Background: an optimization exercise with open tools, aiming at a short achievable clock period and few clock cycles per item. Do not read the settings as production practice.
In this exercise RTL edits were held to simulation tests only and were not proved equivalent to the original.
Power is estimated from default activity; no workload was simulated.

--- flow/design.v ---
module wav12_compressor (
    input  wire        clk,
    input  wire        rst,
    input  wire        start,
    input  wire [3:0]  cfg_shift,
    input  wire [15:0] cfg_nsamples,
    output wire        idle,
    output wire        done,
    input  wire        in_valid,
    input  wire [15:0] in_sample,
    output wire        in_ready,
    output wire        out_valid,
    output wire [7:0]  out_data,
    output wire        out_last,
    input  wire        out_ready
);
    reg        idle_q, done_q, in_ready_q, start_q, stall_q;
    reg [15:0] rem;          
    reg [3:0]  shift_r;
    wire go      = start & idle_q;
    wire take    = in_valid & in_ready_q;
    wire cfg_nz  = |cfg_nsamples;
    wire rem_is0 = (rem == 16'd0);
    wire rem_is1 = (rem == 16'd1);
    wire adv     = ~stall_q;
    reg        v0, l0;
    reg [15:0] raw;
    wire       v0_hold = v0 & stall_q;
    wire       v0_next = take | v0_hold;
    always @(posedge clk) begin
        if (!v0_hold) begin
            raw <= in_sample;
            l0  <= rem_is1;
        end
        if (rst) v0 <= 1'b0;
        else     v0 <= v0_next;
    end
    reg        v1, l1;
    reg signed [15:0] x1;
    always @(posedge clk) begin
        if (adv) begin
            x1 <= $signed(raw) >>> shift_r;
            l1 <= l0;
        end
        if (rst)      v1 <= 1'b0;
        else if (adv) v1 <= v0;
    end
    reg        v2, l2, v3, l3, v4, l4;
    reg signed [15:0] xp1, x2, x3, x4;
    reg signed [16:0] d1, d1p;
    reg signed [17:0] d2, d2p;
    reg [19:0] ad4;
    reg        neg4;
    wire signed [19:0] e_pos = d2 - d2p;
    wire signed [19:0] e_neg = d2p - d2;
    always @(posedge clk) begin
        if (start_q) begin
            xp1 <= 16'sd0;
            d1p <= 17'sd0;
            d2p <= 18'sd0;
        end else if (adv) begin
            if (v1) xp1 <= x1;
            if (v2) d1p <= d1;
            if (v3) d2p <= d2;
        end
        if (adv) begin
            d1   <= x1 - xp1;
            x2   <= x1;
            l2   <= l1;
            d2   <= d1 - d1p;
            x3   <= x2;
            l3   <= l2;
            ad4  <= e_pos[19] ? e_neg : e_pos;
            neg4 <= e_pos[19];
            x4   <= x3;
            l4   <= l3;
        end
        if (rst) begin
            v2 <= 1'b0; v3 <= 1'b0; v4 <= 1'b0;
        end else if (adv) begin
            v2 <= v1; v3 <= v2; v4 <= v3;
        end
    end
    reg [4:0] w_c;
    integer i;
    always @* begin
        w_c = 5'd1;
        for (i = 1; i < 19; i = i + 1)
            if (ad4[i]) w_c = i[4:0] + 5'd1;
    end
    reg        v5, l5, neg5, esc5;
    reg [4:0]  w5;
    reg [14:0] mag5;
    reg [15:0] x5;
    always @(posedge clk) begin
        if (adv) begin
            w5   <= w_c;
            esc5 <= |ad4[19:15];
            mag5 <= ad4[14:0];
            neg5 <= neg4;
            x5   <= x4;
            l5   <= l4;
        end
        if (rst)      v5 <= 1'b0;
        else if (adv) v5 <= v4;
    end
    wire [3:0]  code5   = w5[3:0] - 4'd1;
    wire [14:0] mag_al  = mag5 << (5'd15 - w5);
    wire [19:0] unit5   = esc5 ? {4'hF, x5} : {code5, ~neg5, mag_al};
    wire [4:0]  len5    = esc5 ? 5'd20 : 5'd5 + w5;
    reg        v6, l6;
    reg [19:0] u6;
    reg [4:0]  len6;
    reg [2:0]  pos6, pos_acc;
    always @(posedge clk) begin
        if (adv) begin
            u6   <= unit5;
            len6 <= len5;
            pos6 <= pos_acc;
            l6   <= l5;
        end
        if (start_q)
            pos_acc <= 3'd0;
        else if (adv & v5)
            pos_acc <= pos_acc + len5[2:0];
        if (rst)      v6 <= 1'b0;
        else if (adv) v6 <= v5;
    end
    reg  [7:0]  carry;
    wire [31:0] al7  = {u6, 12'd0} >> pos6;
    wire [31:0] m7   = al7 | {carry, 24'd0};
    wire [4:0]  t7   = {2'b00, pos6} + len6;
    wire [1:0]  nf7  = t7[4:3];
    wire [2:0]  nb7  = {1'b0, nf7} + {2'b00, l6 & (t7[2:0] != 3'd0)};
    reg  [7:0]  part7;
    always @* begin
        case (nf7)
            2'd0: part7 = m7[31:24];
            2'd1: part7 = m7[23:16];
            2'd2: part7 = m7[15:8];
            default: part7 = m7[7:0];
        endcase
    end
    reg        v8, l8;
    reg [31:0] m8;
    reg [2:0]  nb8;
    always @(posedge clk) begin
        if (adv) begin
            m8  <= m7;
            nb8 <= nb7;
            l8  <= l6;
        end
        if (start_q)
            carry <= 8'd0;
        else if (adv & v6)
            carry <= part7;
        if (rst) v8 <= 1'b0;
        else     v8 <= adv & v6;
    end
    reg [7:0] fdata [0:15];
    reg       flast [0:15];
    reg [3:0] wptr, rptr;
    reg [4:0] count;
    wire [2:0] wn = v8 ? nb8 : 3'd0;
    integer k;
    always @(posedge clk) begin
        for (k = 0; k < 16; k = k + 1) begin : wr
            reg [3:0] lane;
            lane = k[3:0] - wptr;
            if (lane < {1'b0, wn}) begin
                case (lane[1:0])
                    2'd0: fdata[k] <= m8[31:24];
                    2'd1: fdata[k] <= m8[23:16];
                    2'd2: fdata[k] <= m8[15:8];
                    default: fdata[k] <= m8[7:0];
                endcase
                flast[k] <= l8 & (lane[2:0] == nb8 - 3'd1);
            end
        end
    end
    reg       ov_q, ol_q;
    reg [7:0] od_q;
    wire nonempty = (count != 5'd0);
    wire load     = ~ov_q | out_ready;
    wire pop      = load & nonempty;
    always @(posedge clk) begin
        if (load) begin
            od_q <= fdata[rptr];
            ol_q <= flast[rptr];
        end
        if (rst) begin
            ov_q  <= 1'b0;
            rptr  <= 4'd0;
            wptr  <= 4'd0;
            count <= 5'd0;
        end else begin
            if (load) ov_q <= nonempty;
            if (pop)  rptr <= rptr + 4'd1;
            wptr  <= wptr + {1'b0, wn};
            count <= count + {2'b00, wn} - {4'd0, pop};
        end
    end
    wire stall_next = ({1'b0, count} + {3'b000, wn}) > 6'd8;
    wire last_out  = ov_q & ol_q & out_ready;
    wire done_next = last_out | (go & ~cfg_nz);
    wire more_next = ~rem_is0 & ~(rem_is1 & take);
    always @(posedge clk) begin
        if (idle_q) begin
            rem     <= cfg_nsamples;
            shift_r <= cfg_shift;
        end else if (take) begin
            rem     <= rem - 16'd1;
        end
        if (rst) begin
            idle_q     <= 1'b1;
            done_q     <= 1'b0;
            in_ready_q <= 1'b0;
            start_q    <= 1'b0;
            stall_q    <= 1'b0;
        end else begin
            done_q  <= done_next;
            start_q <= go;
            stall_q <= stall_next;
            if (go)             idle_q <= ~cfg_nz;
            else if (last_out)  idle_q <= 1'b1;
            if (idle_q)
                in_ready_q <= go & cfg_nz;
            else
                in_ready_q <= more_next & (~v0_next | ~stall_next);
        end
    end
    assign idle      = idle_q;
    assign done      = done_q;
    assign in_ready  = in_ready_q;
    assign out_valid = ov_q;
    assign out_data  = od_q;
    assign out_last  = ol_q;
endmodule
--- flow/flow/run.sh ---
#!/bin/bash
set -euo pipefail
bash standard.sh SETUP_SLACK_MARGIN=7 finish > standard_flow.log 2>&1
--- flow/standard.sh ---
#!/bin/bash
# synth_recipe.tcl (not shown) runs the flow's synth.tcl, then flattens the netlist and writes it again
# the make line also repeats each setting of config.mk as NAME=value (left out here)
make -C /OpenROAD-flow-scripts/flow DESIGN_CONFIG=/design/flow/config.mk WORK_HOME=/design/flow/orfs CLKGATE_MAP_FILE= SYNTH_SCRIPT=/design/flow/synth_recipe.tcl "${@:-finish}"
--- flow/config.mk ---
export PLATFORM = sky130hd
export DESIGN_NAME = wav12_compressor
export DESIGN_NICKNAME = wav12_compressor
export VERILOG_FILES = /design/flow/design.v
export SDC_FILE = /design/flow/constraint.sdc
export NUM_CORES = 4
export LEC_CHECK = 0
export CAP_MARGIN = 20
export CORE_MARGIN = 2
export CORE_UTILIZATION = 40
export PLACE_DENSITY = 0.6
export SLEW_MARGIN = 20
--- flow/constraint.sdc ---
create_clock -name core_clock -period 10.0 [get_ports {clk}]
set_input_delay 2.0000 -clock core_clock [delete_from_list [all_inputs] [get_ports {clk}]]
set_output_delay 2.0000 -clock core_clock [all_outputs]
set_load 0.01 [all_outputs]
==> metrics.md, run 1 <==
| Metric | Value |
|---|---|
| Skew final | roughly 33 ps |
| Logic gate share of total power | ~35% |
| Yosys warns | 3 |
| Family with the most delay on the worst path | flip-flops |
| Ratio of cells with drive above 1 in the final layout | a little over a tenth |
| Clock sinks | around 500 |
| Row count | between 90 and 100 |
| Number of global-route vias before repair | ~16000 |
| Compound-Gate Fraction of Synth Area | 13.8% |
| Hpwl dp | roughly 38 mm |
| Worst Setup Start Kind | flop |
| CP peak stage delay | 400 ps |
| Setup tns final | 0 ps |
| Maximum VDD drop | 0.153 mV |
| Setup crit end kind | primary output |
| Post-Synthesis Cells | 2156 |
| Final WS setup | between 6000 and 7000 ps |
| Ys flop type | edfxtp_1 |
| Worst Hold Class | reg -> reg |
| Async SR Flop Fraction | 0% |
| Starting Density | 40.4% |
| Synth Area in Adders | approximately 7.0% |
| Largest cells by area after synthesis | edfxtp_1, dfxtp_1, ha_1 |
| Hold Vio Cnt, Final | 0 |
| Worst Path Buf+Inv | 1 |
| Die Wd | between 200 and 300 um |
| Max Used Layer | met4 |
| P per Cell Area | 303 nW/um^2 |
| Synth cell count leaders | edfxtp_1, nand2_1, a21oi_1 |
| Most frequent cell after synthesis | edfxtp_1 |
| Min Tclk post-route | 3180 ps |
| DP Area | 26200 um^2 |
| Least-Margin Pin Slew | 962 ps |
| Unrepaired setup endpoints after global routing | true |
| Area of the multi-input gates | just under 10000 um^2 |
| Final setup viols | 0 |
| Met3 wire len | between 2 and 2.5 mm |
| # DRC | 0 |
| Drt wl/cell | 18.2 um |
| Clock transition at path regs | 60 ps |
| First-pass GRT wire length | 89.9 mm |
| Slew Viols, Final | 0 |
| Vias per cell | between 5 and 6 |
| Worst-Skew Late Latency | between 600 and 700 ps |
| Xor-xnor portion of the synthesized cell area | 3.02% |
| Largest family of logic cells by synthesized area | compound AO/OA/AOI/OAI gates |
| Dpl ws | 5680 ps |
| Yosys reg bits | roughly 500 |
| Port buffer count | 53 |
| Met2 routed WL | 27.3 mm |
| Worst Setup Path Type | reg -> out |
| Top cell type's share of synthesized area | roughly half |
| Core Box Area | a little over 60000 um^2 |
| Layout area overhead | 13.8% |
| Max Clk Rate | ~0.31 GHz |
| CTS tree | yes |
| Via count | between 15000 and 20000 |
| Die area | ~64000 um^2 |
| CP Data Arrival Time | roughly 1200 ps |
| Worst EP required | about 8000 ps |
| Status | timing/DRC/antenna clean |
| Final core occ | between 40% and 50% |
| CP max FO | 2 |
| Pint | approximately 0.0056 W |
| Seq pwr share | 41.7% |
| Mux contribution to synthesized area | 5.04% |
| 1st-pass router iterations | 7 |
| Area leader, netlist | edfxtp_1 |
| Slowest-stage cell, CP | edfxtp_1 |
| # H-tree levels | 2 |
| Root Buffer Master | clkbuf_16 |
| Register area | approximately 14000 um^2 |
| Final Hold Slack | between 300 and 400 ps |
| Cell variety after synth | 85 |
| Sw Share | 35.2% |
| Synth Area per Inst | around 12 um^2 |
| Clk buf depth | 3 |
| Syn Nets | about 2300 |
| Die span in y | about 250 um |
| ANT cells | 0 |
| Clock Power Share | between 20% and 30% |
| Slew Limit Headroom | a little over a third |
| ANT nets after route | 0 |
| GRT Total Usage | 17.6% |
| Simple-Gate Fraction of Synth Area | between 10 and 15% |
| Final period utilization | between 30% and 40% |
| Post-route cell area | about 28000 um^2 |
| Nets | between 2000 and 2500 |
| Critical Path, Cell by Cell | buf_2 |
| Total CTS buffers | 55 |
| GP Congestion | 0.832 |
| EDFF count, synth | between 400 and 500 |
| Max-cap violations | 0 |
| Final wirelength | 56.1 mm |
| Antenna violations before repair | 0 |
| Lkg Pwr | between 10 and 15 nW |
| Remaining Overflow, GRT | 0 |
| Fillers | ~5600 |
| Largest net degree at the start of global routing | around 160 |
| Netlist Area Pre-Place | 24900 um^2 |
| Total I/O pin count | 54 |
| Sw Pwr | around 0.003 W |
| DRT met1 WL | about 25 mm |
| Sequential-to-total area share from yosys stat | 56.8% |
| Iter 0 DRT Violations | 1381 |
-- flip-flops by register name, indices dropped and copies added (netlist names), 5 cells and up --
register	cells
x5	16
x1	16
x4	16
count	5
d1	17
flast	16
od_q	8
d1p	17
m8	27
rem	16
len6	5
ad4	19
d2p	18
xp1	16
carry	8
fdata	128
d2	18
raw	16
w5	5
x2	16
x3	16
u6	20
mag5	15
-- power by group through the flow --
| stage | clock [W] | sequential (W) | combinational [W] |
|---|---|---|---|
| final | 0.00203 | 0.00358 | 0.00298 |
| after global routing | 0.00216 | 0.00366 | 0.00332 |
| after CTS | 0.00208 | 0.00360 | 0.00290 |
| after detailed placement | 0 | 0.00366 | 0.00283 |
| after global placement | 0 | 0.00364 | 0.00280 |
| after floorplan | 0 | 0.00343 | 0.00225 |
-- layout by cell type, fill, tap and decap left out, drive strengths merged, types with 24 or more instances in the layout --
| master | Yosys | layout |
|---|---|---|
| edfxtp | 412 | 412 |
| ha | 124 | 124 |
| xnor2 | 47 | 47 |
| inv | 147 | 150 |
| clkbuf | 79 | 71 |
| nand3 | 30 | 30 |
| dfxtp | 89 | 89 |
| o21ai | 90 | 90 |
| a222oi | 43 | 43 |
| a31oi | 23 | 24 |
| nor2b | 35 | 35 |
| buf | 25 | 52 |
| mux2i | 68 | 68 |
| a21o | 43 | 43 |
| xor2 | 39 | 39 |
| nand2 | 279 | 279 |
| clkdlybuf4s50 | 0 | 39 |
| nor2 | 135 | 135 |
| a21oi | 159 | 159 |
-- timing repair --
item	CTS	global route
pin swaps	6	8
endpoints found under the setup margin	82	122
cloned	1	0
buffers inserted	12	7
hold buffers	0	0
gates resized for setup	78	16
hold endpoints to repair	0	0
-- final timing paths --
| check | start | endpoint | slack, ps | depth (start not counted) |
|---|---|---|---|---|
| max | ol_q | out_last | 6820 | 1 |
| min | neg4 | neg5 | 390 | 0 |
| max reg2reg | pos6[1] | nb8[1] | 7190 | 8 |
| min reg2reg | neg4 | neg5 | 390 | 0 |
-- per-layer routing --
metal,vias to the layer above,track usage (%)
li1,8003,-
met1,8113,23.0
met2,362,30.2
met3,106,2.26
met4,0,6.07
met5,-,0
-- kinds of logic after synthesis --
group                    after synthesis
multiplexers                         103
buffers and inverters                255
AO/OA/AOI/OAI                        507
AND/OR/NAND/NOR                      570
XOR/XNOR                              86
adder cells (fa/ha/maj)              134
flip-flops                           501
-- cell type report --
cell class / count / share of cell area, %
Clock inverter: 32 / 1.13
Timing Repair Buffer: 91 / 2.84
Inverter: 151 / 2.04
Sequential cell: 501 / 50.0
Clock buffer: 71 / 5.39
Tap cell: 837 / 3.70
Multi-Input combinational cell: 1401 / 34.9
-- metrics by stage --
stage          power, W  std cells
2_1_floorplan   0.00568       2156
3_3_place_gp    0.00644       2961
3_5_place_dp    0.00649       2961
4_1_cts         0.00857       3077
5_1_grt         0.00915       3084
6_report        0.00859       3084
Testbench counts, summed over its fixed seeds: cycles 78,028, samples 57,887.
==> run 2: changes to the inputs <==
==> flow/run.sh (new file) <==
#!/bin/bash
# synth_recipe.tcl (not shown) runs the flow's synth.tcl, then flattens the netlist and writes it again
# the make line also repeats each setting of config.mk as NAME=value (left out here)
make -C /OpenROAD-flow-scripts/flow DESIGN_CONFIG=/design/flow/config.mk WORK_HOME=/design/flow/orfs CLKGATE_MAP_FILE= SYNTH_SCRIPT=/design/flow/synth_recipe.tcl finish
removed: flow/flow/run.sh
removed: flow/standard.sh
==> metrics.md, run 2 <==
| Metric | Value |
|---|---|
| Status | timing/DRC/antenna clean |
| Ratio of cells with drive above 1 in the final layout | 7.62% (-2.8 points) |
| Lkg Pwr | 10.3 nW (-1.6%) |
| Synth cell count leaders | edfxtp_1, nand2_1, a21oi_1 |
| Sw Share | 35.4% (+0.14 points) |
| GP Congestion | 0.868 (+4.3%) |
| Cell variety after synth | 85 (unchanged) |
| GRT Total Usage | 17.5% (-0.13 points) |
| Logic gate share of total power | 33.9% (-0.7 points) |
| Port buffer count | 53 (unchanged) |
| Max Clk Rate | 0.234 GHz (-26%) |
| CTS resizes | 0 (-100%) |
| Least-Margin Pin Slew | 981 ps (+18.8 ps) |
| CP Data Arrival Time | 4740 ps (+3560 ps) |
| Worst EP required | 10460 ps (+2460 ps) |
| Commonest non-fill, non-tap cells in the layout | edfxtp_1, nand2_1, a21oi_1, inv_1, nor2_1 |
| # DRC | 0 (unchanged) |
| Commonest non-fill, non-tap cell in the layout | edfxtp_1 |
| Compound-Gate Fraction of Synth Area | 13.8% (unchanged) |
| Core Box Area | 61600 um^2 (unchanged) |
| Antenna violations before repair | 0 (unchanged) |
| Synth Area per Inst | 11.6 um^2 (unchanged) |
| Worst Setup Path Type | in -> reg |
| Total CTS buffers | 54 (-1.8%) |
| Simple-Gate Fraction of Synth Area | 10.1% (unchanged) |
| Remaining Overflow, GRT | 0 (unchanged) |
| Slew Viols, Final | 0 (unchanged) |
| Final wirelength | 56.0 mm (-0.31%) |
| Top cell type's share of synthesized area | 49.7% (unchanged) |
| Xor-xnor portion of the synthesized cell area | 3.02% (unchanged) |
| Sw Pwr | 0.00296 W (-2.2%) |
| Clock transition at path regs | 60 ps (about the same) |
| Die Wd | 254 um (unchanged) |
| Final setup viols | 0 (unchanged) |
| Netlist Area Pre-Place | 24900 um^2 (unchanged) |
| EDFF count, synth | 412 (unchanged) |
| Syn Nets | 2331 (unchanged) |
| ANT cells | 0 (unchanged) |
| Starting Density | 40.4% (unchanged) |
| Setup Buffers After CTS | 0 (-12) |
| Maximum VDD drop | 0.154 mV (+0.88%) |
| Largest family of logic cells by synthesized area | compound AO/OA/AOI/OAI gates |
| Min Tclk post-route | 4280 ps (+1100 ps) |
| Setup tns final | 0 ps (unchanged) |
| Worst Hold Class | reg -> reg |
| ANT nets after route | 0 (unchanged) |
| Worst Setup Start Kind | input pin |
| Vias per cell | 5.39 (+0.27%) |
| Synth Area in Adders | 7.03% (unchanged) |
| CTS tree | yes |
| Post-CTS Hold Fix Bufs | 0 (unchanged) |
| Number of global-route vias before repair | 16300 (-0.81%) |
| Register area | 14200 um^2 (about the same) |
| Reg2reg setup slack | 6520 ps (-670 ps) |
| Clk buf depth | 3 (unchanged) |
| Largest regs | fdata (128), m8 (27), u6 (20) |
| Final Hold Slack | 415 ps (+21.2 ps) |
| Skew final | 38.6 ps (+5.95 ps) |
| Layout area overhead | 12.2% |
| CP max FO | 11 (+9) |
| Clock Power Share | 23.0% (-0.6 points) |
| Die area | 64300 um^2 (unchanged) |
| Setup crit end kind | flop |
| Row count | 91 (unchanged) |
| Largest Register | fdata |
| Sequential-to-total area share from yosys stat | 56.8% (unchanged) |
| Pint | 0.00540 W (-2.8%) |
| Fillers | 5554 (-0.36%) |
| P per Cell Area | 299 nW/um^2 (-1.3%) |
| Async SR Flop Fraction | 0% (unchanged) |
| Nets | 2361 (-0.63%) |
| Max reg flops | 128 (unchanged) |
| Area leader, netlist | edfxtp_1 |
| Seq pwr share | 43.0% (+1.3 points) |
| Hold Vio Cnt, Final | 0 (unchanged) |
| Most frequent cell after synthesis | edfxtp_1 |
| Die span in y | 254 um (unchanged) |
| Ys flop type | edfxtp_1 |
| Total I/O pin count | 54 (unchanged) |
| Drt wl/cell | 18.2 um (+0.21%) |
| 1st-pass router iterations | 9 (+2) |
| Worst-Skew Late Latency | 620 ps (about the same) |
| Yosys reg bits | 501 (unchanged) |
| Hpwl dp | 38.8 mm (+1.2%) |
| Unrepaired setup endpoints after global routing | false |
| Clock sinks | 501 (unchanged) |
| Mux contribution to synthesized area | 5.04% (unchanged) |
| Final period utilization | 42.8% (+11 points) |
| Max-cap violations | 0 (unchanged) |
| Root Buffer Master | clkbuf_16 |
| Largest net degree at the start of global routing | 105 (-34%) |
| Area of the multi-input gates | 9730 um^2 (-1.6%) |
| First-pass GRT wire length | 89.2 mm (-0.82%) |
| Iter 0 DRT Violations | 1273 (-7.8%) |
| Largest cells by area after synthesis | edfxtp_1, dfxtp_1, ha_1 |
| Via count | 16500 (-0.25%) |
| # H-tree levels | 2 (unchanged) |
| Yosys warns | 3 (unchanged) |
| Post-Synthesis Cells | 2156 (unchanged) |
| Slew Limit Headroom | 34.5% (-1.4 points) |
-- run 2: cell counts after synthesis --
Identical to the previous run, type by type.
-- run 2: through the flow --
stage	utilization (%)	setup WS [ps]	area (um^2)	total power, W	std cells
finish	45.4	5720	27900	0.00836	3068
global route	45.4	5550	27900	0.00892	3068
CTS	45.3	5690	27900	0.00843	3067
detailed placement	42.6	5070	26200	0.00648	2966
global placement	42.6	5100	26200	0.00641	2966
floorplan	-	2670	24900	0.00572	2156
-- run 2: kinds of logic after synthesis --
kind of cell,count (synthesis)
buffers and inverters,255
multiplexers,103
AO/OA/AOI/OAI,507
AND/OR/NAND/NOR,570
flip-flops,501
XOR/XNOR,86
adder cells (fa/ha/maj),134
-- run 2: layer usage --
layer	vias to the layer above	wire length (um)	GRT usage, %
met4	0	1070	4.34
met2	372	27600	30.6
li1	7973	-	-
met5	-	0	0
met3	86	2730	2.38
met1	8112	24600	22.9
-- run 2: layout make-up --
class                   count  area share [%]
flip-flops and latches    501            50.6
multi-input cells        1400            34.8
clock buffers              70            5.13
well taps                 837            3.75
repair buffers             78            2.58
inverters                 151            2.05
clock inverters            31            1.02
-- run 2: final timing paths --
kind / start / to / cells after the start
setup / recovery: out_ready / count[4] / 13
hold / removal: x2[7] / x3[7] / 0
setup reg to reg: wptr[1] / fdata[8][0] / 8
hold reg to reg: x2[7] / x3[7] / 0
-- run 2: power by group through the flow --
stage / sequential, W / clock (W) / combinational, W
floorplan: 0.00349 / 0 / 0.00223
global route: 0.00368 / 0.00205 / 0.00319
detailed placement: 0.00365 / 0 / 0.00283
finish: 0.00360 / 0.00193 / 0.00284
global placement: 0.00363 / 0 / 0.00278
CTS: 0.00361 / 0.00198 / 0.00285
-- run 2: worst max-delay path, stage by stage --
cell	delay, ps
clkdlybuf4s50_1	500
nand2b_1	540
o21a_1	340
ha_1	270
inv_1	60
ha_1	150
inv_1	50
fa_1	390
inv_1	70
a21o_1	110
a21oi_1	70
xnor2_1	140
nor2_1	50

## separate check: timing with driven ports
In the flow no input, the clock included, has a driving cell. The finished layouts below were timed again as built, in two steps. Step 1 sets driving cells, clkbuf_16 on the clock port and buf_2 on the other inputs (assumed; they add their load-dependent delay and slew). Step 2 adds t to the input delays and takes it off the output delays; t is the mean of the earliest and latest rising clock arrival at the registers after step 1. Input paths then give back, and output paths get back, about the clock's delay inside the block. Slacks: ideal / step 1 / step 2; pairs: ideal / step 1.
run	shift t [ns]	slack for setup (ns)	worst hold slack (ns)	slew at the worst register clock pin (ns)
run 1	0.664	6.823 / 6.762 / 6.249	0.394 / 0.394 / 0.394	0.07 / 0.07
run 2	0.660	5.725 / 5.759 / 5.099	0.415 / 0.415 / 0.415	0.07 / 0.07
After both steps every run listed still meets setup and hold. The setup slack of run 2, which loses most, moves by +0.034 ns with the drivers and by -0.626 ns with both steps.
